From an optimization exercise on the open Yosys and OpenROAD flow, aimed at small area; shortcuts taken in it are not production practice.
The RTL was checked by simulation tests, not by an equivalence proof against the original design.
Power figures rest on the tool's default switching activity, not on a simulated workload.

$ cat config.mk
export PLATFORM = sky130hd
export DESIGN_NAME = crc_link
export DESIGN_NICKNAME = crc_link
export VERILOG_FILES = /design/flow/design.v
export SDC_FILE = /design/flow/constraint.sdc
export NUM_CORES = 4
export LEC_CHECK = 0
export CAP_MARGIN = 20
export CORE_MARGIN = 2
export CORE_UTILIZATION = 40
export SLEW_MARGIN = 20
$ cat constraint.sdc
create_clock -name core_clock -period 10.0 [get_ports {clk}]
set_input_delay 2.0000 -clock core_clock [delete_from_list [all_inputs] [get_ports {clk}]]
set_output_delay 2.0000 -clock core_clock [all_outputs]
set_load 0.01 [all_outputs]
$ cat design.v
module crc_link (
    input  wire        clk,
    input  wire        rst,
    input  wire        op_valid,
    input  wire [3:0]  op_code,
    input  wire [7:0]  op_arg,
    input  wire        tick,
    output wire [5:0]  stat,          
    output wire [2:0]  op_status,
    output reg  [15:0] crc,
    output reg  [2:0]  rx_err,
    output reg  [7:0]  rx_len,
    output wire [15:0] rx_crc_calc,
    output wire [15:0] rx_crc_recv,
    output wire        txm_re,
    output wire [7:0]  txm_addr,
    input  wire [7:0]  txm_rdata,
    output wire        rxm_we,
    output wire [8:0]  rxm_addr,
    output wire [7:0]  rxm_wdata,
    output wire        txd,
    input  wire        rxd
);
    function [15:0] crc_step;
        input [15:0] c;
        input [7:0]  d;
        reg   [7:0]  x;
        begin
            x = c[15:8] ^ d;
            x = x ^ {4'h0, x[7:4]};
            crc_step = {c[7:0], 8'h00} ^ {x[3:0], 12'h000} ^ {3'b000, x, 5'b00000}
                     ^ {8'h00, x};
        end
    endfunction
    wire op_crc_init = op_valid && (op_code == 4'h1);
    wire op_crc_byte = op_valid && (op_code == 4'h2);
    wire op_tx_frame = op_valid && (op_code == 4'h4);
    wire op_rx_start = op_valid && (op_code == 4'h5);
    always @(posedge clk) begin
        if (rst || op_crc_init)
            crc <= 16'h0000;
        else if (op_crc_byte)
            crc <= crc_step(crc, op_arg);
    end
    localparam [2:0] T_IDLE = 3'd0, T_S = 3'd1, T_H0 = 3'd2, T_H1 = 3'd3,
                     T_PY = 3'd4, T_CH = 3'd5, T_CL = 3'd6, T_E = 3'd7;
    reg  [2:0]  tp;       
    reg  [7:0]  ta;       
    reg  [7:0]  tlen;
    reg  [15:0] tcrc;     
    reg  [10:0] tsr;
    reg  [2:0]  tbc;      
    wire tx_busy  = |tp;
    wire t_idle   = ~|tsr[10:1];
    wire t_fetch  = tsr[10] & tsr[0];
    wire t_start  = tsr[10] & ~tsr[0];    
    wire t_adv    = tx_busy & t_idle;
    wire t_more   = (ta != tlen);
    wire t_crc    = tp[2] & ~(tp[1] & tp[0]);  
    reg  [2:0]  tp_next;
    always @* begin
        case (tp)
            T_S:     tp_next = T_H0;
            T_H0:    tp_next = T_H1;
            T_H1,
            T_PY:    tp_next = t_more ? T_PY : T_CH;
            T_CH:    tp_next = T_CL;
            T_CL:    tp_next = T_E;
            default: tp_next = T_IDLE;
        endcase
    end
    reg  [7:0]  t_byte;
    always @* begin
        case (tp)
            T_H0:    t_byte = 8'h02;
            T_H1:    t_byte = tlen;
            T_PY:    t_byte = txm_rdata;
            T_CH,
            T_CL:    t_byte = tcrc[15:8];
            default: t_byte = 8'h03;
        endcase
    end
    assign txm_re   = t_adv && (tp == T_H1 || tp == T_PY) && t_more;
    assign txm_addr = ta;
    assign txd      = tsr[0];
    wire t_bit = tsr[tbc + 4'd1];
    wire t_fb  = tcrc[15] ^ t_bit;
    always @(posedge clk) begin
        if (rst) begin
            tp   <= T_IDLE;
            tsr  <= 11'd1;
            tcrc <= 16'h0000;
        end else begin
            if (!tx_busy) begin
                if (op_tx_frame) begin
                    tp   <= T_S;
                    tlen <= op_arg;
                    ta   <= 8'h00;
                end
            end else if (t_adv) begin
                tp <= tp_next;
                if (tp != T_E)
                    tsr[10] <= 1'b1;
            end
            if (t_fetch) begin
                tsr <= {2'b11, t_byte, 1'b0};
                if (tp == T_PY)
                    ta <= ta + 8'd1;
            end else if (!t_idle && tbc == 3'd0) begin
                tsr <= {1'b0, tsr[10:1]};
            end
            if (t_start && t_crc)
                tcrc <= {tcrc[14:0], 1'b0} ^ (t_fb ? 16'h1021 : 16'h0000);
        end
        tbc <= t_fetch ? 3'd7 : tbc - 3'd1;
    end
    reg         rxd_m, rxd_s;
    reg  [10:0] rsr;
    reg  [2:0]  rbc;
    wire r_done  = rsr[0];
    wire r_ready = r_done | ~|rsr[10:1];
    wire urx_push = r_done & rsr[10];
    wire urx_ferr = r_done & ~rsr[10];
    wire [7:0] urx_data = rsr[9:2];
    always @(posedge clk) begin
        if (rst) begin
            rxd_m <= 1'b1;
            rxd_s <= 1'b1;
            rsr   <= 11'd0;
        end else begin
            rxd_m <= rxd;
            rxd_s <= rxd_m;
            if (r_ready)
                rsr <= rxd_s ? 11'd0 : 11'h400;
            else if (rbc == 3'd0)
                rsr <= {rxd_s, rsr[10:1]};
        end
        rbc <= r_ready ? 3'd3 : rbc - 3'd1;
    end
    reg  [63:0] fmem;
    reg  [3:0]  fcnt;
    wire       f_ne    = ~fcnt[3];
    wire       f_full  = (fcnt == 4'd7);
    wire       f_push  = urx_push & ~f_full;
    wire       f_ovr   = urx_push & f_full;
    wire [7:0] f_dout  = fmem[{fcnt[2:0], 3'b000} +: 8];
    wire       f_pop;
    always @(posedge clk) begin
        if (f_push)
            fmem <= {fmem[55:0], urx_data};
        if (rst)
            fcnt <= 4'hF;
        else if (f_push != f_pop)
            fcnt <= f_push ? fcnt + 4'd1 : fcnt - 4'd1;
    end
    reg  ferr_flag, ovr_flag;
    reg  d_rcv, d_done;
    wire rx_go = op_rx_start && !d_rcv;
    always @(posedge clk) begin
        if (rst) begin
            ferr_flag <= 1'b0;
            ovr_flag  <= 1'b0;
        end else begin
            if (urx_ferr)
                ferr_flag <= 1'b1;
            else if (rx_go)
                ferr_flag <= 1'b0;
            if (f_ovr)
                ovr_flag <= 1'b1;
            else if (rx_go)
                ovr_flag <= 1'b0;
        end
    end
    localparam [6:0] TIM_LAST = 7'b1001011;   
    reg  [8:0]  dcnt;
    reg  [6:0]  dtim;     
    reg  [15:0] rcrc;
    reg  [7:0]  p1, p2;   
    wire link_err = ferr_flag | ovr_flag;
    assign f_pop  = d_rcv & ~link_err & f_ne;
    wire d_at1    = (dcnt == 9'd1);
    wire [6:0] de_a   = dcnt[8:2];
    wire [6:0] de_b   = ~{1'b0, rx_len[7:2]};
    wire       d_end  = (dcnt[1:0] == rx_len[1:0]) &&
                        ((de_a ^ de_b) == {de_a[5:0] | de_b[5:0], 1'b0});
    wire d_badhdr = d_at1 & (p1 != 8'h02);
    wire d_crcen  = (|dcnt[8:2]) & ~d_end;
    wire d_fin    = f_pop & (d_badhdr | d_end);
    wire d_tmo    = tick & (dtim == TIM_LAST) & ~d_fin;
    wire [6:0] dtim_next = {dtim[5:0], ~(dtim[6] ^ dtim[5])};
    wire [2:0] d_verdict = d_badhdr            ? 3'd3 :
                           (f_dout != 8'h03)   ? 3'd5 :
                           (rcrc == {p2, p1})  ? 3'd0 : 3'd4;
    always @(posedge clk) begin
        if (rst) begin
            d_rcv  <= 1'b0;
            d_done <= 1'b0;
            rx_len <= 8'h00;
            rx_err <= 3'd0;
        end else if (!d_rcv) begin
            if (rx_go) begin
                d_rcv  <= 1'b1;
                d_done <= 1'b0;
                rx_len <= 8'h00;
                rx_err <= 3'd0;
            end
        end else if (link_err) begin
            d_rcv  <= 1'b0;
            d_done <= 1'b1;
            rx_err <= 3'd1;
        end else begin
            if (f_pop && d_at1 && !d_badhdr)
                rx_len <= f_dout;
            if (d_fin) begin
                d_rcv  <= 1'b0;
                d_done <= 1'b1;
                rx_err <= d_verdict;
            end else if (d_tmo) begin
                d_rcv  <= 1'b0;
                d_done <= 1'b1;
                rx_err <= 3'd2;
            end
        end
    end
    always @(posedge clk) begin
        if (rx_go) begin
            dcnt <= 9'd0;
            dtim <= 7'd0;
            rcrc <= 16'h0000;
        end else begin
            if (f_pop) begin
                dcnt <= dcnt + 9'd1;
                if (!d_end)
                    {p2, p1} <= {p1, f_dout};
                if (d_crcen)
                    rcrc <= crc_step(rcrc, p2);
            end
            if (d_rcv && !link_err && tick)
                dtim <= dtim_next;
        end
    end
    wire crc_vis = d_done & ~rx_err[1] & ~rx_err[0];    
    assign rx_crc_calc = crc_vis ? rcrc : 16'h0000;
    assign rx_crc_recv = crc_vis ? {p2, p1} : 16'h0000;
    assign rxm_we      = f_pop;
    assign rxm_addr    = dcnt;
    assign rxm_wdata   = f_dout;
    reg ost;
    always @(posedge clk) begin
        if (rst)
            ost <= 1'b0;
        else if (op_tx_frame)
            ost <= tx_busy;
        else if (op_rx_start)
            ost <= d_rcv;
    end
    assign op_status = {2'b00, ost};
    assign stat = {ovr_flag, ferr_flag, f_ne, d_done, d_rcv, tx_busy};
endmodule
$ cat flow/run.sh
#!/bin/bash
# The standard layout (standard.sh) with these changes to how the layout
# is made:
#  - an area-oriented ABC script (flow/area.abc) maps the combinational logic;
#    the rest of synthesis is synth_recipe.tcl unchanged, so the registers are
#    the standard synthesis's;
#  - yosys's pass-through buffers (insbuf) and the port buffers use the
#    smallest buffer cell, sky130_fd_sc_hd__buf_1;
#  - clock-tree settings for a small clock tree without dummy loads.
# standard.sh's output goes to standard.log here; ORFS keeps each step's log
# under orfs/logs/.
set -euo pipefail
cd "$(dirname "$0")/.."
W=$PWD
export BUFFER_PORTS_ARGS="-buffer_cell sky130_fd_sc_hd__buf_1"
export CTS_ARGS="-sink_clustering_enable -repair_clock_nets -dont_use_dummy_load -sink_clustering_size 22 -sink_clustering_max_diameter 55 -buf_list sky130_fd_sc_hd__clkbuf_8"
{
  printf 'proc abc {args} {\n'
  printf '  set i [lsearch -exact $args -script]\n'
  printf '  if {$i >= 0} { lset args [expr {$i + 1}] %s }\n' "$W/flow/area.abc"
  printf '  yosys abc {*}$args\n}\n'
  cat synth_recipe.tcl
} > own_synth.tcl
sed -e "s|SYNTH_SCRIPT=[^ ]*|SYNTH_SCRIPT=$W/own_synth.tcl MIN_BUF_CELL_AND_PORTS='sky130_fd_sc_hd__buf_1 A X'|" \
  standard.sh > own_standard.sh
grep -q "SYNTH_SCRIPT=$W/own_synth.tcl MIN_BUF" own_standard.sh
bash own_standard.sh > standard.log 2>&1
$ cat flow/area.abc
&get -n
&st
&deepsyn -J 100 -T 600
&dch -f
&nf -a -F 8 -A 16
&st
&dch -f
&nf -a -F 8 -A 16
&st
&dch -f
&nf -a -F 8 -A 16
&put
$ cat standard.sh
#!/bin/bash
# synth_recipe.tcl (not shown) runs the flow's synth.tcl, then flattens the netlist and writes it again
# the make line also repeats each setting of config.mk as NAME=value (left out here)
make -C /OpenROAD-flow-scripts/flow DESIGN_CONFIG=/design/flow/config.mk WORK_HOME=/design/flow/orfs CLKGATE_MAP_FILE= SYNTH_SCRIPT=/design/flow/synth_recipe.tcl "${@:-finish}"
==> flow_summary.json, run 1 <==
{
  "drc": 0,
  "cts_made_buffers": 21,
  "drt.antenna.violating_nets": 0,
  "finalSetupViolations": 0,
  "clk_latency_ns": 0.54,
  "rsz0062_at_grt": "no",
  "powerDensity_mw_per_mm2": 165.8,
  "clk_pin_slew_ns": 0.12,
  "p_total_mw": 1.654,
  "area_growth_pct": 12.68,
  "first_pass_iters": 7,
  "finalCritPeriodShare_pct": 45.98,
  "ios": 121,
  "synth_area_sq_mm": 0.008853,
  "n_antenna_cell": 0,
  "synthFlopType": "dfxtp_1",
  "hpwl_mm": 14.68,
  "grt_pass1_wl_mm": 32.49,
  "portBuffers": 118,
  "path_class": "flop to primary output",
  "fin_nets": 953,
  "synth_edf_count": 96,
  "ys_async_sr_fraction_pct": 0,
  "vias_per_cell": 5.424,
  "gp_congestion": 0.8287,
  "hold_path_class": "flop to flop",
  "wirelength_mm": 20.37,
  "fillCellCount": 2077,
  "ctsHoldBuffers": 0,
  "final_common_cell": "buf_1",
  "dpl_worst_slack_ns": 5.499,
  "tritoncts": "built",
  "drv_slew": 0,
  "cp_data_required_time_ns": 8.00,
  "cp-start-kind": "flop",
  "yosysTopAreaCell": "edfxtp_1",
  "dieHeight_um": 152.8,
  "ctsResizeCount": 0,
  "period_needed_ns": 4.598,
  "coreArea_sq_mm": 0.02176,
  "max_freq_mhz": 217.5,
  "netlist_instances": 773,
  "crit_path_end_kind": "primary output",
  "setup_slack_ns": 5.402,
  "cts_sinks": 213,
  "synth-seq-area-share_pct": 59.02,
  "run_status": "no timing/DRC/antenna violations",
  "postSynthAreaPerCell_sq_um": 11.45,
  "cap_violations": 0,
  "die_x_um": 152.8,
  "place_inst": 1169,
  "yosysWarnings": 1,
  "drt_iter0_drc": 386,
  "cts_setup_buffers": 0,
  "overflow": 0,
  "fin_cells": 1190,
  "clock_path_buffers": 3,
  "hold_viol": 0,
  "antenna_found_initial": 0,
  "via_count": 6455,
  "path_max_fanout": 16,
  "track_usage_pct": 16.93,
  "synth_cell_types": 57,
  "grt_pass1_vias": 5969,
  "synth_area_leaders": "edfxtp_1 33%, dfxtp_1 26%, a22o_1 3.8%",
  "initial_utilization_pct": 40.69,
  "worst_pin_slew_ns": 1.056,
  "clock_skew_ns": 0.05851,
  "layout-drive-gt1-share_pct": 3.846,
  "hold_ws_ns": 0.3825,
  "most-common-layout-cells": "118 x buf_1, 117 x dfxtp_1, 96 x edfxtp_1",
  "die_area_sq_mm": 0.02334,
  "slew-limit-headroom_pct": 29.06,
  "fin_tns_setup_ns": 0,
  "row_count": 54,
  "ir_drop_mv": 0.07853,
  "htreeDepth": 1,
  "grt_max_degree": 65,
  "synth_top_area_share_pct": 32.56,
  "ys_ff_latch": 213,
  "leakagePower_nw": 3.559,
  "cts-root-buf": "clkbuf_8",
  "cp.arrival_ns": 2.60,
  "wl_per_cell_um": 17.12
}
-- critical path, cell delays in order, from the launching register on --
cell	delay (ns)
dfxtp_1	0.65
nor2b_1	0.50
a22oi_1	0.13
a22oi_1	0.57
buf_1	0.22
-- cell families after synthesis --
kind of cell / share of synthesized area [%]
AND/OR/NAND/NOR: 14.58
flip-flops: 59.02
AO/OA/AOI/OAI: 15.91
XOR/XNOR: 5.342
buffers and inverters: 1.653
adder cells (fa/ha/maj): 2.346
multiplexers: 1.102
other: 0.04236
-- area by class of cell --
class / instances / area (sq um) / area share, %
Tap cell: 280 / 350.3 / 3.512
Multi-Input combinational cell: 522 / 3511 / 35.19
Sequential cell: 213 / 5225 / 52.38
Timing Repair Buffer: 124 / 488.0 / 4.892
Clock buffer: 21 / 289.0 / 2.897
Inverter: 30 / 112.6 / 1.129
-- path summary, 6_finish.rpt --
path / depth (start not counted) / endpoint / startpoint / slack [ns]
min reg2reg: 0 / fmem[37] / fmem[29] / 0.38
max reg2reg: 10 / rcrc[5] / dcnt[7] / 6.71
max: 4 / rxm_wdata[1] / fcnt[1] / 5.40
min: 0 / fmem[37] / fmem[29] / 0.38
-- synthesized netlist by cell type (all sizes together) (3+ instances only) --
cell and number:
a32oi 4, nand3 10, nand2 60, o31a 3
a22o 38, or3 5, and2 39, a221o 10
nor3 27, xor2 23, a22oi 21, or2 8
and3 13, buf 9, clkinv 30, nor2b 6
mux2i 3, a21oi 24, nor3b 5, nor2 43
nand4 6, ha 15, o22ai 10, a221oi 5
nand2b 7, a21o 9, o221ai 10, a31oi 6
a222oi 5, o21ai 32, edfxtp 96, nor4 14
xnor2 31, dfxtp 117
-- power breakdown --
part	internal (mW)	total (mW)	switching, mW
combinational	0.0835	0.199	0.115
clock	0.188	0.460	0.272
sequential	0.943	0.995	0.0517
total	1.21	1.65	0.440
-- state kept, by name (all words and copies together), names as in the netlist, 4 cells and up --
register  flops
crc          16
dcnt          9
dtim          7
fcnt          4
fmem         64
p1            8
p2            8
rcrc         16
rsr          11
rx_len        8
ta            8
tcrc         16
tlen          8
tsr          11
-- stage by stage --
step | instance area (sq um) | utilization [%]
global placement | 9667 | 44.43
floorplan | 8857 | -
detailed placement | 9673 | 44.46
finish | 9976 | 45.85
global route | 9976 | 45.85
CTS | 9962 | 45.79
-- metal layers --
layer,share of wire [%],GRT usage (%),vias up,wire length (um)
met4,1.2,4.101,0,251
met2,44,25.90,169,9023
met3,6.7,3.868,18,1373
met1,48,24.51,3076,9724
li1,-,-,3192,-
met5,0,0,-,0
==> run 2: changes to the inputs <==
--- a/flow/run.sh
+++ b/flow/run.sh
@@ -14,5 +14,5 @@
 W=$PWD
 export BUFFER_PORTS_ARGS="-buffer_cell sky130_fd_sc_hd__buf_1"
-export CTS_ARGS="-sink_clustering_enable -repair_clock_nets -dont_use_dummy_load -sink_clustering_size 22 -sink_clustering_max_diameter 55 -buf_list sky130_fd_sc_hd__clkbuf_8"
+export CTS_ARGS="-sink_clustering_enable -repair_clock_nets -dont_use_dummy_load -sink_clustering_size 24 -sink_clustering_max_diameter 100 -buf_list sky130_fd_sc_hd__clkbuf_16"
 {
   printf 'proc abc {args} {\n'
==> run 2 against run 1 <==
Against the previous run: clock skew decreased by 0.011 ns; first-iteration DRC count increased by 7.8%; area after synthesis unchanged; combinational power about the same; highest routed layer unchanged; sequential cell count unchanged; die area unchanged; largest power group unchanged; sequential power about the same; non-clock buffer count unchanged; sequential share of layout area decreased by 0.059 points; clock power increased by 4.3%; fmax increased by 1.3%.
==> flow_summary.json, run 2 <==
{
  "run_status": "no timing/DRC/antenna violations",
  "die_x_um": 152.8,
  "cp_data_required_time_ns": 8.00,
  "path_class": "flop to primary output",
  "synth_top_area_share_pct": 32.56,
  "synth-simple-area-share_pct": 14.58,
  "yosysMostFrequentCell": "dfxtp_1",
  "postSynthAreaPerCell_sq_um": 11.45,
  "worstHoldStart": "rbc[0]",
  "die_area_sq_mm": 0.02334,
  "wl_per_cell_um": 17.14,
  "grt_pass1_vias": 5864,
  "coreArea_sq_mm": 0.02176,
  "synth_cell_types": 57,
  "layout-drive-gt1-share_pct": 2.886,
  "finalCritPeriodShare_pct": 45.38,
  "gp_congestion": 0.8287,
  "clk_latency_ns": 0.48,
  "slew-limit-headroom_pct": 30.67,
  "r2r_start": "dcnt[7]",
  "fin_nets": 944,
  "portBuffers": 118,
  "grt_max_degree": 65,
  "first_pass_iters": 5,
  "hold_path_class": "flop to flop",
  "row_count": 54,
  "ctsResizeCount": 0,
  "drv_slew": 0,
  "cts_sinks": 213,
  "fin_cells": 1181,
  "n_antenna_cell": 0,
  "clock_skew_ns": 0.04792,
  "final_util_pct": 45.91,
  "hpwl_mm": 14.68,
  "clock_path_buffers": 3,
  "overflow": 0,
  "dpl_worst_slack_ns": 5.499,
  "ys_ff_latch": 213,
  "fillCellCount": 2078,
  "synthTopCellsByCount": "117 x dfxtp_1, 96 x edfxtp_1, 60 x nand2_1",
  "finalSetupViolations": 0,
  "max_freq_mhz": 220.3,
  "synth.area.mux_share_pct": 1.102,
  "cts-root-buf": "clkbuf_16",
  "track_usage_pct": 16.76,
  "initial_utilization_pct": 40.69,
  "netlist_instances": 773,
  "tritoncts": "built",
  "cp.arrival_ns": 2.54,
  "cp-start-kind": "flop",
  "path_max_fanout": 16,
  "rsz0062_at_grt": "no",
  "synth-seq-area-share_pct": 59.02,
  "vias_per_cell": 5.428,
  "most-common-layout-cells": "118 x buf_1, 117 x dfxtp_1, 96 x edfxtp_1",
  "leakagePower_nw": 3.556,
  "startpoint": "fcnt[1]",
  "cts_setup_buffers": 0,
  "fin_tns_setup_ns": 0,
  "dieHeight_um": 152.8,
  "synth-compound-area-share_pct": 15.91,
  "cap_violations": 0,
  "yosysTopAreaCell": "edfxtp_1",
  "synthFlopType": "dfxtp_1",
  "yosysWarnings": 1,
  "synth_xor_area_share_pct": 5.342,
  "clk_pin_slew_ns": 0.09,
  "synthAdderAreaFrac_pct": 2.346,
  "grt_pass1_wl_mm": 32.26,
  "drt_iter0_drc": 416,
  "largest_register_ffs": 64,
  "place_inst": 1169,
  "wirelength_mm": 20.25,
  "setup_slack_ns": 5.462,
  "synth_area_sq_mm": 0.008853,
  "drc": 0,
  "synth_top_family_by_area": "compound AO/OA/AOI/OAI gates",
  "final_common_cell": "buf_1",
  "synth_edf_count": 96,
  "hold_viol": 0,
  "drt.antenna.violating_nets": 0,
  "antenna_found_initial": 0,
  "cts_made_buffers": 12,
  "period_needed_ns": 4.538,
  "ios": 121,
  "ctsHoldBuffers": 0,
  "powerDensity_mw_per_mm2": 167.6,
  "worst_pin_slew_ns": 1.036,
  "synth_area_leaders": "edfxtp_1 33%, dfxtp_1 26%, a22o_1 3.8%",
  "crit_path_end_kind": "primary output",
  "via_count": 6411,
  "ys_async_sr_fraction_pct": 0,
  "regMostFlops": "fmem",
  "htreeDepth": 1,
  "ir_drop_mv": 0.08126,
  "area_growth_pct": 12.80
}
[run 2: cell counts after synthesis]
Identical to the previous run, type by type.
[run 2: path summary, 6_finish.rpt]
kind	end	cells after the start	slack (ns)
setup / recovery	rxm_wdata[7]	4	5.46
hold / removal	rbc[0]	1	0.39
setup reg to reg	rcrc[5]	10	6.68
hold reg to reg	rbc[0]	1	0.39
[run 2: area by class of cell]
type,instances,area [sq um],share of cell area [%]
flip-flops and latches,213,5225,52.32
clock buffers,12,300.3,3.007
repair buffers,124,488.0,4.886
well taps,280,350.3,3.508
multi-input cells,522,3511,35.15
inverters,30,112.6,1.128
[run 2: metal layers]
metal / GRT usage (%) / routed length (um) / up-vias
li1: - / - / 3179
met3: 3.072 / 1147 / 24
met1: 24.49 / 9777 / 3059
met5: 0 / 0 / -
met4: 3.880 / 320 / 0
met2: 26.03 / 9002 / 149
[run 2: logic make-up after synthesis]
logic type	Yosys count
and+or+nand+nor	251
AOI/OAI and AO/OA	192
other	1
adders and majority gates	16
xor gates and xnor gates	54
DFF	213
buffers and inverters	39
muxes	7
[run 2: through the flow]
step           hold slack (ns)  power, mW  cell area (sq um)
2_1_floorplan           0.3620      1.147               8857
3_3_place_gp            0.3699      1.211               9667
3_5_place_dp            0.3748      1.212               9673
4_1_cts                 0.3977      1.694               9973
5_1_grt                 0.4097      1.759               9987
6_report                0.3928      1.674               9987
[run 2: worst max-delay path, cell delays in order (launching register included)]
cell      delay (ns)
dfxtp_1         0.64
nor2b_1         0.50
a221oi_1        0.16
a22oi_1         0.55
buf_1           0.21
[run 2: power breakdown]
group          total [mW]  leakage (nW)  switching [mW]  internal [mW]
Combinational       0.199          1.51           0.115         0.0836
Clock               0.480         0.148           0.264          0.216
Sequential          0.995          1.89          0.0520          0.943
Total                1.67          3.56           0.431           1.24
==> run 3: changes to the inputs <==
--- a/config.mk
+++ b/config.mk
@@ -6,6 +6,6 @@
 export NUM_CORES = 4
 export LEC_CHECK = 0
-export CAP_MARGIN = 20
+export CAP_MARGIN = 0
 export CORE_MARGIN = 2
 export CORE_UTILIZATION = 40
-export SLEW_MARGIN = 20
+export SLEW_MARGIN = 0
==> run 3 against run 2 <==
Against the previous run: largest power group unchanged; synthesized cell count unchanged; largest cell class unchanged; sequential share of layout area up 0.11 points; highest routed layer unchanged; clock skew down 0.031 ns.
==> flow_summary.json, run 3 <==
{
  "run_status": "no timing/DRC/antenna violations",
  "swShare_pct": 25.81,
  "ir_drop_mv": 0.08381,
  "grt_pass1_vias": 5855,
  "cap_violations": 0,
  "wl_per_cell_um": 17.12,
  "drt_iter0_drc": 428,
  "wl_met2_mm": 8.984,
  "synthFlopType": "dfxtp_1",
  "dieHeight_um": 152.8,
  "hpwl_mm": 14.67,
  "fillCellCount": 2077,
  "overflow": 0,
  "postSynthAreaPerCell_sq_um": 11.45,
  "wl_met3_mm": 1.238,
  "coreArea_sq_mm": 0.02176,
  "setup_slack_ns": 5.510,
  "final_util_pct": 45.81,
  "drc": 0,
  "cp_data_required_time_ns": 8.00,
  "portBuffers": 118,
  "largest_register_ffs": 64,
  "hold_viol": 0,
  "drv_slew": 0,
  "switchingPower_uw": 432.2,
  "synth_edf_count": 96,
  "p_int_mw": 1.242,
  "hold_path_class": "flop to flop",
  "powerDensity_mw_per_mm2": 168.0,
  "clock_path_buffers": 3,
  "antenna_found_initial": 0,
  "yosysMostFrequentCell": "dfxtp_1",
  "layout-drive-gt1-share_pct": 2.442,
  "fin_tns_setup_ns": 0,
  "clk_pin_slew_ns": 0.10,
  "drt.antenna.violating_nets": 0,
  "cp-start-kind": "flop",
  "synth_cell_types": 57,
  "cp.arrival_ns": 2.49,
  "dr.max_layer_used": "met4",
  "leakagePower_nw": 3.552,
  "fin_nets": 944,
  "ys_ff_latch": 213,
  "synthTopCellsByCount": "117 x dfxtp_1, 96 x edfxtp_1, 60 x nand2_1",
  "synth_area_sq_mm": 0.008853,
  "path_class": "flop to primary output",
  "die_area_sq_mm": 0.02334,
  "htreeDepth": 1,
  "synth_top_area_share_pct": 32.56,
  "final_common_cell": "buf_1",
  "clock_skew_ns": 0.01723,
  "gp_congestion": 0.8287,
  "ctsHoldBuffers": 0,
  "synth_area_leaders": "edfxtp_1 33%, dfxtp_1 26%, a22o_1 3.8%",
  "die_x_um": 152.8,
  "ys_async_sr_fraction_pct": 0,
  "clk_latency_ns": 0.47,
  "cts-root-buf": "clkbuf_16",
  "path_max_fanout": 16,
  "finalCritPeriodShare_pct": 44.90,
  "yosysTopAreaCell": "edfxtp_1",
  "period_needed_ns": 4.490,
  "wirelength_met1_mm": 9.725,
  "n_antenna_cell": 0,
  "track_usage_pct": 16.76,
  "most-common-layout-cells": "118 x buf_1, 117 x dfxtp_1, 96 x edfxtp_1",
  "pwr-share-seq_pct": 59.4,
  "regMostFlops": "fmem",
  "comb_power_share_pct": 11.8,
  "first_pass_iters": 5,
  "wirelength_mm": 20.22,
  "grt_pass1_wl_mm": 32.27,
  "ctsResizeCount": 0,
  "tritoncts": "built",
  "max_freq_mhz": 222.7,
  "synth-seq-area-share_pct": 59.02,
  "slew-limit-headroom_pct": 9.243,
  "cts_setup_buffers": 0,
  "grt_max_degree": 65,
  "initial_utilization_pct": 40.69,
  "finalSetupViolations": 0,
  "netlist_instances": 773,
  "cts_sinks": 213,
  "row_count": 54,
  "worst_pin_slew_ns": 1.349,
  "vias_per_cell": 5.410,
  "crit_path_end_kind": "primary output",
  "power_frac_clock_pct": 28.8,
  "area_growth_pct": 12.58,
  "ios": 121,
  "yosysWarnings": 1,
  "dpl_worst_slack_ns": 5.485,
  "rsz0062_at_grt": "no",
  "via_count": 6389,
  "cts_made_buffers": 12
}
-- run 3: changes by cell type in the layout (fill, tap and decap cells not counted) --
cell | previous run | this run
a211oi_1 | 0 | 1
nor2b_2 | 1 | 0
nor4_2 | 1 | 0
nor4_1 | 13 | 14
nor2b_1 | 5 | 6
nor4bb_2 | 1 | 0
nor4bb_1 | 0 | 1
a211oi_2 | 1 | 0
-- run 3: kinds of logic after synthesis --
group | synth area share, %
compound gates | 15.91
fa+ha+maj | 2.346
xor+xnor | 5.342
simple gates | 14.58
mux | 1.102
other cells | 0.04236
buf+inv | 1.653
flops | 59.02
-- run 3: critical path, cell delays in order (launching register included) --
cell and delay, ns:
dfxtp_1 0.63, nor2b_1 0.50, a221oi_1 0.16, a22oi_1 0.54, buf_1 0.21
-- run 3: cell type report --
class                   count  area (sq um)  area share (%)
flip-flops and latches    213          5225           52.42
multi-input cells         522          3491           35.02
repair buffers            124         488.0           4.896
well taps                 280         350.3           3.515
clock buffers              12         300.3           3.013
inverters                  30         112.6           1.130
-- run 3: power by group through the flow --
stage,Sequential (mW),Combinational (mW),Clock (mW)
after floorplan,1.00,0.143,0
after global routing,1.00,0.224,0.536
after CTS,0.994,0.199,0.499
final,0.994,0.198,0.482
after global placement,1.01,0.197,0
after detailed placement,1.01,0.198,0
-- run 3: metal layers --
metal / GRT usage [%] / up-vias
li1: - / 3180
met1: 24.51 / 3036
met2: 26.09 / 152
met3: 3.299 / 21
met4: 3.307 / 0
met5: 0 / -
-- run 3: worst paths after layout --
check | startpoint | to | slack (ns) | cells past startpoint
worst max-delay path | fcnt[1] | rxm_wdata[7] | 5.51 | 4
worst max register to register | dcnt[7] | rcrc[5] | 6.38 | 10
worst min-delay path | rbc[0] | rbc[0] | 0.40 | 1
worst min register to register | rbc[0] | rbc[0] | 0.40 | 1
-- run 3: per-stage QoR --
step                      instances  hold slack (ns)  power [mW]  cell area (sq um)
after CTS                      1181           0.3991       1.693               9967
final                          1181           0.3957       1.674               9967
after global placement         1169           0.3699       1.211               9667
after floorplan                 774           0.3620       1.147               8857
after detailed placement       1169           0.3748       1.212               9667
after global routing           1181           0.4115       1.763               9967
==> run 4: changes to the inputs <==
==> flow/area.abc (replaced) <==
&get -n
&st
&deepsyn -J 2000 -T 3000
&dch -f
&nf -a -F 8 -A 16
&st
&dch -f
&nf -a -F 8 -A 16
&st
&dch -f
&nf -a -F 8 -A 16
&put
--- a/config.mk
+++ b/config.mk
@@ -6,6 +6,6 @@
 export NUM_CORES = 4
 export LEC_CHECK = 0
-export CAP_MARGIN = 0
+export CAP_MARGIN = 20
 export CORE_MARGIN = 2
 export CORE_UTILIZATION = 40
-export SLEW_MARGIN = 0
+export SLEW_MARGIN = 20
==> run 4 against run 3 <==
Against the previous run: worst hold slack got worse by 0.0032 ns; register-to-register slack barely moved; die area fell by 0.56%; fmax fell by 3.2%; sequential share of layout area rose by 0.14 points; sequential power barely moved; power rose by 1.3%.
==> flow_summary.json, run 4 <==
{
  "run_status": "no timing/DRC/antenna violations",
  "grt_max_degree": 65,
  "via_count": 6325,
  "cp-start-kind": "flop",
  "path_cells": "nor2b_1 > a22oi_1 > a22oi_1 > buf_1",
  "drv_slew": 0,
  "hpwl_mm": 14.60,
  "ctsResizeCount": 0,
  "yosysTopAreaCell": "edfxtp_1",
  "final_util_pct": 45.83,
  "synth_cell_types": 55,
  "cap_violations": 0,
  "final_common_cell": "buf_1",
  "hold_viol": 0,
  "cts_made_buffers": 12,
  "netlist_instances": 759,
  "path_max_fanout": 15,
  "overflow": 0,
  "track_usage_pct": 16.77,
  "ys_async_sr_fraction_pct": 0,
  "period_needed_ns": 4.637,
  "finalSetupViolations": 0,
  "clock_path_buffers": 3,
  "dpl_worst_slack_ns": 5.461,
  "setup_slack_ns": 5.363,
  "drt_iter0_drc": 485,
  "wl_per_cell_um": 17.19,
  "drt.antenna.violating_nets": 0,
  "portBuffers": 118,
  "powerDensity_mw_per_mm2": 170.7,
  "synth_area_leaders": "edfxtp_1 33%, dfxtp_1 27%, a22o_1 4.1%",
  "n_antenna_cell": 0,
  "finalCritPeriodShare_pct": 46.37,
  "fin_nets": 931,
  "cpMostUsedCell": "a22oi_1",
  "slew-limit-headroom_pct": 27.05,
  "hold_path_class": "flop to flop",
  "layout-drive-gt1-share_pct": 2.928,
  "wirelength_mm": 20.07,
  "gp_congestion": 0.8334,
  "die_area_sq_mm": 0.02321,
  "area_growth_pct": 12.92,
  "synth_top_area_share_pct": 32.75,
  "die_x_um": 152.4,
  "tritoncts": "built",
  "synth_area_sq_mm": 0.008803,
  "fin_cells": 1168,
  "clk_pin_slew_ns": 0.10,
  "path_class": "flop to primary output",
  "p_total_mw": 1.697,
  "dieHeight_um": 152.4,
  "htreeDepth": 1,
  "drc": 0,
  "first_pass_iters": 5,
  "ctsHoldBuffers": 0,
  "cp.arrival_ns": 2.64,
  "yosysWarnings": 1,
  "cp_slowest_cell": "dfxtp_1",
  "antenna_found_initial": 0,
  "cts_setup_buffers": 0,
  "crit_path_end_kind": "primary output",
  "max_freq_mhz": 215.7,
  "cts_sinks": 213,
  "vias_per_cell": 5.415,
  "cts-root-buf": "clkbuf_16",
  "synthFlopType": "dfxtp_1",
  "largest_register_ffs": 64,
  "fin_tns_setup_ns": 0,
  "coreArea_sq_mm": 0.02169,
  "synthTopCellsByCount": "117 x dfxtp_1, 96 x edfxtp_1, 56 x nand2_1",
  "worst_pin_slew_ns": 1.088,
  "clock_skew_ns": 0.01166,
  "postSynthAreaPerCell_sq_um": 11.60,
  "final_area_sq_mm": 0.009941,
  "place_inst": 1156,
  "hold_ws_ns": 0.3925,
  "initial_utilization_pct": 40.59,
  "cpPeakStageDelay_ns": 0.62,
  "ir_drop_mv": 0.1187,
  "synth_edf_count": 96,
  "row_count": 54,
  "leakagePower_nw": 3.498,
  "yosysMostFrequentCell": "dfxtp_1",
  "path_buf_inv": 1,
  "grt_pass1_vias": 5923,
  "grt_pass1_wl_mm": 32.25,
  "crit_family": "compound AO/OA/AOI/OAI gates",
  "clk_latency_ns": 0.46,
  "synth-seq-area-share_pct": 59.35,
  "ios": 121,
  "most-common-layout-cells": "118 x buf_1, 117 x dfxtp_1, 96 x edfxtp_1",
  "regMostFlops": "fmem",
  "rsz0062_at_grt": "no",
  "cp_data_required_time_ns": 8.00,
  "dpl_cell_area_sq_mm": 0.009635,
  "ys_ff_latch": 213
}
run 4: cell count changes in the layout (fill, tap and decap cells not counted), sizes merged, moves of 3 or more:
cell,before,now
nand2,60,56
a222oi,5,1
nor2,43,38
xor2,23,16
a22oi,21,31
clkinv,29,26
a22o,38,41
xnor2,31,38
o21ai,32,25
a221o,10,6
run 4: kinds of logic after synthesis:
kind of cell	share of synthesized area (%)
AO/OA/AOI/OAI	16.33
XOR/XNOR	5.372
adder cells (fa/ha/maj)	2.359
buffers and inverters	1.535
flip-flops	59.35
multiplexers	0.9948
other	0.04260
AND/OR/NAND/NOR	14.01
run 4: final cells by class:
type / instances / area [sq um]
fill: 2034 / 11750
timing repair buffer: 125 / 495.5
multi-input combinational: 511 / 3468
inverter: 27 / 101.3
clock buffer: 12 / 300.3
tap: 280 / 350.3
sequential: 213 / 5225
run 4: report_power, final:
| part | switching, mW | leakage [nW] | internal (mW) |
|---|---|---|---|
| sequential | 0.0541 | 1.90 | 0.946 |
| clock | 0.265 | 0.148 | 0.216 |
| combinational | 0.128 | 1.46 | 0.0866 |
| total | 0.448 | 3.50 | 1.25 |
run 4: worst reg2reg max path, delay by kind of cell (launching register included):
family	cells	cell delay [ns]
DFF	1	0.46
and+or+nand+nor	4	2.20
buffers and inverters	1	0.10
AOI/OAI and AO/OA	3	0.51
adders and majority gates	1	0.30
run 4: layer usage:
metal,vias up,global-route usage (%),part of all wire [%]
met3,21,2.673,5.2
met2,152,26.58,45
met1,3018,24.25,48
met5,-,0,0
li1,3134,-,-
met4,0,3.961,1.6
run 4: path summary, 6_finish.rpt:
path | startpoint | to | slack, ns | cells past startpoint
worst max register to register | dcnt[3] | rcrc[6] | 6.39 | 9
worst min-delay path | rbc[0] | rbc[0] | 0.39 | 1
worst min register to register | rbc[0] | rbc[0] | 0.39 | 1
worst max-delay path | fcnt[0] | rxm_wdata[1] | 5.36 | 4
==> run 5: changes to the inputs <==
--- a/flow/run.sh
+++ b/flow/run.sh
@@ -14,5 +14,5 @@
 W=$PWD
 export BUFFER_PORTS_ARGS="-buffer_cell sky130_fd_sc_hd__buf_1"
-export CTS_ARGS="-sink_clustering_enable -repair_clock_nets -dont_use_dummy_load -sink_clustering_size 24 -sink_clustering_max_diameter 100 -buf_list sky130_fd_sc_hd__clkbuf_16"
+export CTS_ARGS="-sink_clustering_enable -repair_clock_nets -dont_use_dummy_load -sink_clustering_size 30 -sink_clustering_max_diameter 40 -buf_list sky130_fd_sc_hd__clkbuf_16"
 {
   printf 'proc abc {args} {\n'
==> flow/area.abc (replaced) <==
&get -n
&st
&deepsyn -J 100 -T 600
&dch -f
&nf -a -F 8 -A 16
&st
&dch -f
&nf -a -F 8 -A 16
&st
&dch -f
&nf -a -F 8 -A 16
&put
--- a/config.mk
+++ b/config.mk
@@ -8,4 +8,4 @@
 export CAP_MARGIN = 20
 export CORE_MARGIN = 2
-export CORE_UTILIZATION = 40
+export CORE_UTILIZATION = 70
 export SLEW_MARGIN = 20
==> run 5 against run 4 <==
Against the previous run: register-to-register slack improved by 0.12 ns; largest cell class unchanged; still clean on timing, DRC and antenna; wire length rose by 3.9%; cell area rose by 2.4%; area after synthesis rose by 0.57%; count of clock-buffer cells in the layout rose by 14; highest routed layer unchanged; fmax fell by 3.2%.
==> flow_summary.json, run 5 <==
{
  "max_freq_mhz": 208.8,
  "ir_drop_mv": 0.1780,
  "synth_cell_types": 57,
  "comb_power_share_pct": 10.4,
  "leakagePower_nw": 3.716,
  "ios": 121,
  "clk_pin_slew_ns": 0.07,
  "postSynthAreaPerCell_sq_um": 11.45,
  "yosysWarnings": 1,
  "wirelength_mm": 20.86,
  "overflow": 0,
  "cp.arrival_ns": 2.79,
  "initial_utilization_pct": 71.02,
  "final_common_cell": "buf_1",
  "synth_area_leaders": "edfxtp_1 33%, dfxtp_1 26%, a22o_1 3.8%",
  "synthTopCellsByCount": "117 x dfxtp_1, 96 x edfxtp_1, 60 x nand2_1",
  "gp_congestion": 0.8889,
  "yosysTopAreaCell": "edfxtp_1",
  "vias_per_cell": 6.338,
  "switchingPower_uw": 481.6,
  "wl_per_cell_um": 19.23,
  "grt_max_degree": 65,
  "drt.antenna.violating_nets": 0,
  "hold_path_class": "flop to flop",
  "hpwl_mm": 14.13,
  "row_count": 41,
  "rsz0062_at_grt": "no",
  "layout-drive-gt1-share_pct": 3.943,
  "tritoncts": "built",
  "n_antenna_cell": 0,
  "synth_top_area_share_pct": 32.56,
  "ys_ff_latch": 213,
  "coreArea_sq_mm": 0.01247,
  "power_frac_clock_pct": 38.7,
  "ys_async_sr_fraction_pct": 0,
  "antenna_found_initial": 0,
  "worst_pin_slew_ns": 1.054,
  "portBuffers": 118,
  "ctsHoldBuffers": 0,
  "synth_area_sq_mm": 0.008853,
  "synth-seq-area-share_pct": 59.02,
  "area_growth_pct": 14.94,
  "clock_skew_ns": 0.02774,
  "hold_viol": 0,
  "die_area_sq_mm": 0.01356,
  "grt_pass1_vias": 6720,
  "powerDensity_mw_per_mm2": 192.8,
  "cap_violations": 0,
  "run_status": "no timing/DRC/antenna violations",
  "netlist_instances": 773,
  "finalSetupViolations": 0,
  "regMostFlops": "fmem",
  "fin_nets": 956,
  "finalCritPeriodShare_pct": 47.90,
  "fin_tns_setup_ns": 0,
  "p_int_mw": 1.480,
  "via_count": 6877,
  "cts_made_buffers": 26,
  "slew-limit-headroom_pct": 29.33,
  "swShare_pct": 24.55,
  "drt_iter0_drc": 563,
  "crit_path_end_kind": "primary output",
  "dieHeight_um": 116.5,
  "path_class": "flop to primary output",
  "cts-root-buf": "clkbuf_16",
  "track_usage_pct": 30.83,
  "ctsResizeCount": 0,
  "fin_cells": 1085,
  "clk_latency_ns": 0.52,
  "first_pass_iters": 7,
  "pwr-share-seq_pct": 50.9,
  "period_needed_ns": 4.790,
  "cts_setup_buffers": 0,
  "path_max_fanout": 17,
  "largest_register_ffs": 64,
  "htreeDepth": 1,
  "clock_path_buffers": 3,
  "synth_edf_count": 96,
  "p_total_mw": 1.962,
  "cts_sinks": 213,
  "cp-start-kind": "flop",
  "cp_data_required_time_ns": 8.00,
  "synthFlopType": "dfxtp_1",
  "place_inst": 1059,
  "yosysMostFrequentCell": "dfxtp_1",
  "most-common-layout-cells": "118 x buf_1, 117 x dfxtp_1, 96 x edfxtp_1",
  "drv_slew": 0,
  "die_x_um": 116.5,
  "drc": 0,
  "grt_pass1_wl_mm": 33.06
}
## run 5: changes by cell type in the layout (fill, tap and decap cells not counted), moves of 4 or more
cell	previous run	this run
clkbuf_16	12	26
nor2_1	38	43
a221o_1	6	10
nand2_1	56	60
xnor2_1	38	31
o21ai_0	25	32
xor2_1	16	23
a222oi_1	1	5
a22oi_1	31	21
## run 5: cell families (layout without fill, tap and decap cells)
family          Yosys count  after routing  share of synthesized area (%)
other cells               1              2                        0.04236
flops                   213            213                          59.02
compound gates          192            192                          15.91
fa+ha+maj                16             16                          2.346
mux                       7              7                          1.102
buf+inv                  39            178                          1.653
xor+xnor                 54             54                          5.342
simple gates            251            251                          14.58
## run 5: critical path, cell delays in order (launching register included)
cell	delay, ns
dfxtp_1	0.71
nor2b_1	0.28
a2111oi_0	0.75
o2bb2ai_1	0.35
buf_1	0.21
## run 5: worst paths after layout
kind	start	endpoint	slack, ns	cells past startpoint
setup reg to reg	fcnt[1]	rx_err[0]	6.51	8
setup / recovery	fcnt[0]	rxm_wdata[5]	5.21	4
hold reg to reg	rbc[0]	rbc[0]	0.39	1
hold / removal	rbc[0]	rbc[0]	0.39	1
## run 5: power groups by stage
stage               logic (mW)  clock network [mW]  registers [mW]
floorplan                0.143                   0            1.00
global route             0.225               0.804            1.00
CTS                      0.202               0.766           0.996
detailed placement       0.198                   0            1.01
finish                   0.204               0.759           0.998
global placement         0.189                   0            1.01
## run 5: per-stage QoR
stage	hold WS [ns]	utilization [%]	setup slack, ns	area, sq um
after floorplan	0.3620	-	5.979	8857
after global placement	0.3684	76.34	5.322	9517
after detailed placement	0.3767	76.34	5.242	9517
after CTS	0.3940	81.56	5.254	10170
after global routing	0.4177	81.63	5.146	10180
final	0.3910	81.63	5.210	10180
## run 5: final cells by class
class | instances | area, sq um
inverters | 30 | 112.6
well taps | 172 | 215.2
clock buffers | 26 | 650.6
flip-flops and latches | 213 | 5225
repair buffers | 122 | 473.0
fillers | 769 | 2290
multi-input cells | 522 | 3500
## run 5: per-layer routing
layer	track usage (%)	vias up	share of wire (%)
li1	-	3193	-
met1	39.27	3302	40
met2	52.95	322	50
met3	5.241	60	6.8
met4	12.06	0	3.4
met5	0	-	0
==> run 6: changes to the inputs <==
--- a/flow/run.sh
+++ b/flow/run.sh
@@ -14,5 +14,5 @@
 W=$PWD
 export BUFFER_PORTS_ARGS="-buffer_cell sky130_fd_sc_hd__buf_1"
-export CTS_ARGS="-sink_clustering_enable -repair_clock_nets -dont_use_dummy_load -sink_clustering_size 30 -sink_clustering_max_diameter 40 -buf_list sky130_fd_sc_hd__clkbuf_16"
+export CTS_ARGS="-sink_clustering_enable -repair_clock_nets -dont_use_dummy_load -sink_clustering_size 36 -sink_clustering_max_diameter 50 -buf_list sky130_fd_sc_hd__clkbuf_16"
 {
   printf 'proc abc {args} {\n'
==> run 6 against run 5 <==
Against the previous run: global-route usage decreased by 1.5 points; fmax increased by 2.2%; area after synthesis unchanged; critical endpoint is now rxm_wdata[1]; first-iteration DRC count decreased by 4.8%; highest routed layer unchanged; largest power group unchanged.
==> flow_summary.json, run 6 <==
{
  "die_area_sq_mm": 0.01356,
  "cp-start-kind": "flop",
  "worstHoldStart": "rbc[0]",
  "synth_edf_count": 96,
  "path_max_fanout": 16,
  "die_x_um": 116.5,
  "dieHeight_um": 116.5,
  "n_antenna_cell": 0,
  "hpwl_mm": 14.13,
  "coreArea_sq_mm": 0.01247,
  "comb_power_share_pct": 11.4,
  "row_count": 41,
  "powerDensity_mw_per_mm2": 178.4,
  "synth_top_area_share_pct": 32.56,
  "r2r_start": "d_rcv",
  "crit_path_end_kind": "primary output",
  "seqCellArea_sq_mm": 0.005225,
  "crit_family": "compound AO/OA/AOI/OAI gates",
  "ir_drop_mv": 0.1520,
  "clk_pin_slew_ns": 0.08,
  "clk_latency_ns": 0.48,
  "hold_path_class": "flop to flop",
  "cts_setup_buffers": 0,
  "htreeDepth": 1,
  "final_common_cell": "buf_1",
  "synthTopCellsByCount": "117 x dfxtp_1, 96 x edfxtp_1, 60 x nand2_1",
  "hold_viol": 0,
  "drt_iter0_drc": 536,
  "gp_congestion": 0.8889,
  "synthFlopType": "dfxtp_1",
  "fillCellCount": 825,
  "path_buf_inv": 1,
  "cpMostUsedCell": "a22oi_1",
  "fin_tns_setup_ns": 0,
  "ctsResizeCount": 0,
  "synth-seq-area-share_pct": 59.02,
  "drv_slew": 0,
  "finalCritPeriodShare_pct": 46.85,
  "area_growth_pct": 12.39,
  "antenna_found_initial": 0,
  "layout-drive-gt1-share_pct": 2.987,
  "rrSetupSlack_ns": 6.59,
  "clock_skew_ns": 0.03444,
  "overflow": 0,
  "startpoint": "fcnt[1]",
  "period_needed_ns": 4.685,
  "yosysTopAreaCell": "edfxtp_1",
  "synth_area_leaders": "edfxtp_1 33%, dfxtp_1 26%, a22o_1 3.8%",
  "grt_pass1_wl_mm": 31.75,
  "p_int_mw": 1.328,
  "power_frac_clock_pct": 32.5,
  "cp.arrival_ns": 2.68,
  "yosysMostFrequentCell": "dfxtp_1",
  "first_pass_iters": 5,
  "drc": 0,
  "final_area_sq_mm": 0.009951,
  "track_usage_pct": 29.34,
  "r2r_cells": 7,
  "dpl_cell_area_sq_mm": 0.009517,
  "cp_data_required_time_ns": 8.00,
  "portBuffers": 118,
  "netlist_instances": 773,
  "leakagePower_nw": 3.605,
  "ctsHoldBuffers": 0,
  "p_total_mw": 1.775,
  "vias_per_cell": 6.313,
  "path_cells": "and2_0 > a22oi_1 > a22oi_1 > buf_1",
  "grt_pass1_vias": 6484,
  "via_count": 6793,
  "initial_utilization_pct": 71.02,
  "largest_register_ffs": 64,
  "synth_area_sq_mm": 0.008853,
  "regMostFlops": "fmem",
  "cp_slowest_cell": "dfxtp_1",
  "cp.depth": 4,
  "cts_sinks": 213,
  "wl_per_cell_um": 18.53,
  "ios": 121,
  "ys_async_sr_fraction_pct": 0,
  "clock_path_buffers": 3,
  "cts_made_buffers": 17,
  "synth_cell_types": 57,
  "worst_pin_slew_ns": 1.078,
  "tritoncts": "built",
  "rsz0062_at_grt": "no",
  "run_status": "no timing/DRC/antenna violations",
  "switchingPower_uw": 447.4,
  "pwr-share-seq_pct": 56.1,
  "fin_nets": 947,
  "postSynthAreaPerCell_sq_um": 11.45,
  "rr_endpoint": "rcrc[12]",
  "ys_ff_latch": 213,
  "max_freq_mhz": 213.4,
  "cap_violations": 0,
  "multi_input_area_sq_mm": 0.003500,
  "hold_ws_ns": 0.3958,
  "drt.antenna.violating_nets": 0,
  "yosysWarnings": 1,
  "worstSetupEndpoint": "rxm_wdata[1]",
  "finalSetupViolations": 0,
  "cpPeakStageDelay_ns": 0.73,
  "path_class": "flop to primary output",
  "wirelength_mm": 19.94,
  "most-common-layout-cells": "118 x buf_1, 117 x dfxtp_1, 96 x edfxtp_1",
  "cts-root-buf": "clkbuf_16",
  "swShare_pct": 25.20,
  "slew-limit-headroom_pct": 27.72,
  "grt_max_degree": 65
}
[run 6: cell counts after synthesis]
Identical to the previous run, type by type.
[run 6: power groups by stage]
stage	logic, mW	clock network [mW]	registers, mW
2_1_floorplan	0.143	0	1.00
3_3_place_gp	0.189	0	1.01
3_5_place_dp	0.198	0	1.01
4_1_cts	0.200	0.584	0.994
5_1_grt	0.225	0.613	1.00
6_report	0.202	0.577	0.996
[run 6: how the worst min path moves through the flow]
| stage | to | slack [ns] | cells after the start |
|---|---|---|---|
| floorplan | rbc[0] | 0.36 | 1 |
| detailed placement | rbc[0] | 0.38 | 1 |
| global route | rbc[0] | 0.43 | 1 |
| global placement | rbc[0] | 0.37 | 1 |
| finish | rbc[0] | 0.40 | 1 |
| CTS | rbc[0] | 0.40 | 1 |
[run 6: metal layers]
layer  routed length, um  GRT usage (%)  vias up
met5                   0              0        -
met4                 623          10.71        0
met3                1265          4.152       59
met2                9768          49.88      312
met1                8284          38.71     3251
li1                    -              -     3171
[run 6: area by class of cell]
| class | instances | area share (%) |
|---|---|---|
| Timing Repair Buffer | 122 | 4.753 |
| Multi-Input combinational cell | 522 | 35.17 |
| Clock buffer | 17 | 4.275 |
| Inverter | 30 | 1.132 |
| Tap cell | 172 | 2.163 |
| Sequential cell | 213 | 52.51 |
[run 6: cell families after synthesis]
group	share of synthesized area, %
fa+ha+maj	2.346
other cells	0.04236
mux	1.102
flops	59.02
buf+inv	1.653
xor+xnor	5.342
simple gates	14.58
compound gates	15.91
[run 6: worst register-to-register path: cells and delay by family (launching register included)]
kind / cells / cell delay [ns]
compound gates: 2 / 0.39
flops: 1 / 0.42
simple gates: 4 / 2.12
buf+inv: 1 / 0.31
[run 6: metrics by stage]
step,worst slack [ns],utilization (%),instances
after floorplan,5.979,-,774
after global placement,5.322,76.34,1059
after detailed placement,5.242,76.34,1059
after CTS,5.331,79.76,1076
after global routing,5.131,79.83,1076
final,5.315,79.83,1076
==> run 7: changes to the inputs <==
--- a/flow/run.sh
+++ b/flow/run.sh
@@ -14,5 +14,5 @@
 W=$PWD
 export BUFFER_PORTS_ARGS="-buffer_cell sky130_fd_sc_hd__buf_1"
-export CTS_ARGS="-sink_clustering_enable -repair_clock_nets -dont_use_dummy_load -sink_clustering_size 36 -sink_clustering_max_diameter 50 -buf_list sky130_fd_sc_hd__clkbuf_16"
+export CTS_ARGS="-sink_clustering_enable -repair_clock_nets -dont_use_dummy_load -sink_clustering_size 36 -sink_clustering_max_diameter 70 -buf_list sky130_fd_sc_hd__clkbuf_16"
 {
   printf 'proc abc {args} {\n'
--- a/config.mk
+++ b/config.mk
@@ -8,4 +8,4 @@
 export CAP_MARGIN = 20
 export CORE_MARGIN = 2
-export CORE_UTILIZATION = 70
+export CORE_UTILIZATION = 60
 export SLEW_MARGIN = 20
==> run 7 against run 6 <==
Against the previous run: cell count grew 0.65%; setup slack lost 0.010 ns; non-clock buffer count is the same; clock skew shrank 0.0034 ns; critical path type unchanged; critical endpoint is now rxm_wdata[5]; largest power group unchanged; highest routed layer unchanged.
==> flow_summary.json, run 7 <==
{
  "synth_area_leaders": "edfxtp_1 33%, dfxtp_1 26%, a22o_1 3.8%",
  "path_class": "flop to primary output",
  "row_count": 44,
  "yosysMostFrequentCell": "dfxtp_1",
  "netlist_instances": 773,
  "overflow": 0,
  "grt_pass1_wl_mm": 32.26,
  "ys_async_sr_fraction_pct": 0,
  "wl_per_cell_um": 18.28,
  "first_pass_iters": 5,
  "slew-limit-headroom_pct": 32.39,
  "final_common_cell": "buf_1",
  "finalSetupViolations": 0,
  "via_count": 6634,
  "synth_area_sq_mm": 0.008853,
  "hold_depth": 1,
  "clk_pin_slew_ns": 0.12,
  "hpwl_mm": 14.25,
  "path_cells": "nor2b_1 > a2111oi_0 > o2bb2ai_1 > buf_1",
  "tritoncts": "built",
  "r2r_start": "d_rcv",
  "initial_utilization_pct": 61.15,
  "cts_setup_buffers": 0,
  "cts_sinks": 213,
  "rr_endpoint": "rcrc[6]",
  "postSynthAreaPerCell_sq_um": 11.45,
  "synth_edf_count": 96,
  "htreeDepth": 1,
  "crit_family": "compound AO/OA/AOI/OAI gates",
  "grt_pass1_vias": 6308,
  "run_status": "no timing/DRC/antenna violations",
  "path_buf_inv": 1,
  "track_usage_pct": 24.64,
  "worstHoldStart": "rbc[0]",
  "p_total_mw": 1.674,
  "ctsResizeCount": 0,
  "cp_data_required_time_ns": 8.00,
  "drt.antenna.violating_nets": 0,
  "clk_latency_ns": 0.47,
  "leakagePower_nw": 3.544,
  "die_area_sq_mm": 0.01574,
  "drt_iter0_drc": 608,
  "dieHeight_um": 125.5,
  "fin_nets": 942,
  "die_x_um": 125.5,
  "portBuffers": 118,
  "coreArea_sq_mm": 0.01448,
  "cts-root-buf": "clkbuf_16",
  "synth_cell_types": 57,
  "vias_per_cell": 6.126,
  "synth-seq-area-share_pct": 59.02,
  "max_freq_mhz": 213.0,
  "synthFlopType": "dfxtp_1",
  "crit_path_end_kind": "primary output",
  "drv_slew": 0,
  "synth_top_area_share_pct": 32.56,
  "ctsHoldBuffers": 0,
  "yosysTopAreaCell": "edfxtp_1",
  "clock_path_buffers": 3,
  "powerDensity_mw_per_mm2": 170.0,
  "hold_end": "rbc[0]",
  "rrSetupSlack_ns": 6.51,
  "ios": 121,
  "finalCritPeriodShare_pct": 46.95,
  "r2r_cells": 6,
  "path_max_fanout": 17,
  "synthTopCellsByCount": "117 x dfxtp_1, 96 x edfxtp_1, 60 x nand2_1",
  "most-common-layout-cells": "118 x buf_1, 117 x dfxtp_1, 96 x edfxtp_1",
  "fin_tns_setup_ns": 0,
  "cp-start-kind": "flop",
  "wirelength_mm": 19.80,
  "worst_pin_slew_ns": 1.010,
  "area_growth_pct": 11.21,
  "largest_register_ffs": 64,
  "ir_drop_mv": 0.1128,
  "regMostFlops": "fmem",
  "hold_ws_ns": 0.4034,
  "drc": 0,
  "cp_slowest_cell": "a2111oi_0",
  "rsz0062_at_grt": "no",
  "cap_violations": 0,
  "cts_made_buffers": 12,
  "cpPeakStageDelay_ns": 0.75,
  "yosysWarnings": 1,
  "grt_max_degree": 65,
  "antenna_found_initial": 0,
  "hold_path_class": "flop to flop",
  "clock_skew_ns": 0.03105,
  "layout-drive-gt1-share_pct": 2.558,
  "gp_congestion": 0.9766,
  "n_antenna_cell": 0,
  "ys_ff_latch": 213,
  "cp.arrival_ns": 2.70,
  "final_util_pct": 68.00,
  "period_needed_ns": 4.695,
  "hold_viol": 0
}
## run 7: changes by cell type in the layout (fill, tap and decap cells not counted)
cell / previous run / this run
clkbuf_16: 17 / 12
a211oi_1: 1 / 0
a211oi_2: 0 / 1
## run 7: how the worst max path moves through the flow
stage	from	end	slack [ns]	cells past startpoint
2_1_floorplan	rst	tcrc[10]	5.98	5
3_3_place_gp	op_code[1]	rcrc[7]	5.32	6
6_report	fcnt[0]	rxm_wdata[5]	5.30	4
5_1_grt	fcnt[0]	rxm_wdata[5]	5.13	4
3_5_place_dp	op_code[1]	rcrc[7]	5.30	6
4_1_cts	fcnt[0]	rxm_wdata[5]	5.28	4
## run 7: kinds of logic after synthesis
family	share of synthesized area, %
multiplexers	1.102
buffers and inverters	1.653
adder cells (fa/ha/maj)	2.346
XOR/XNOR	5.342
AND/OR/NAND/NOR	14.58
AO/OA/AOI/OAI	15.91
other	0.04236
flip-flops	59.02
## run 7: power by group
part           internal (mW)  switching [mW]
Combinational         0.0833           0.118
Sequential             0.943          0.0525
Clock                  0.216           0.261
## run 7: area by class of cell
cell class,count,area (sq um)
repair buffers,122,473.0
inverters,30,112.6
clock buffers,12,300.3
flip-flops and latches,213,5225
multi-input cells,522,3505
well taps,184,230.2
fillers,1116,4633
## run 7: stage by stage
step	cell area, sq um	setup slack, ns	instances
global route	9846	5.134	1083
global placement	9532	5.317	1071
detailed placement	9532	5.303	1071
floorplan	8857	5.979	774
finish	9846	5.305	1083
CTS	9832	5.277	1083
## run 7: metal layers
metal / vias up / track usage (%) / wire, um
li1: 3160 / - / -
met1: 3202 / 33.91 / 8667
met2: 226 / 40.79 / 9429
met3: 46 / 3.466 / 1143
met4: 0 / 7.712 / 556
met5: - / 0 / 0
## run 7: worst register-to-register path: stages (launching register included)
cell and delay, ns:
dfxtp_1 0.42, nor3b_1 0.64, and2_0 0.54, clkinv_1 0.32, or3_1 0.67, nor2b_2 0.37, a221o_1 0.42

re-timing with driven ports:
The flow's constraints put no driver on any port. The routed layouts listed below were extracted and timed again, unchanged, in two steps.
Step 1 (the two cells are an assumption about what drives the block):
set clk [get_ports {clk}]
set_driving_cell -lib_cell sky130_fd_sc_hd__clkbuf_16 $clk
set_driving_cell -lib_cell sky130_fd_sc_hd__buf_2 [delete_from_list [all_inputs] $clk]
Step 2 also shifts input and output timing later by t, the mid clock arrival at the registers, as if the neighbouring blocks saw the same clock.
Three values: ideal, step 1, step 2; two values: the first two.
run	t, ns	setup WS [ns]	slew at the worst register clock pin (ns)
run 1	0.544	5.402 / 5.364 / 5.500	0.12 / 0.12
run 2	0.498	5.462 / 5.415 / 5.497	0.10 / 0.10
run 3	0.498	5.510 / 5.467 / 5.526	0.10 / 0.10
run 4	0.502	5.363 / 5.317 / 5.443	0.10 / 0.10
run 5	0.549	5.210 / 5.166 / 5.347	0.07 / 0.07
run 6	0.504	5.315 / 5.275 / 5.330	0.08 / 0.08
run 7	0.495	5.305 / 5.262 / 5.353	0.12 / 0.12
After both steps every run listed still meets setup and hold.
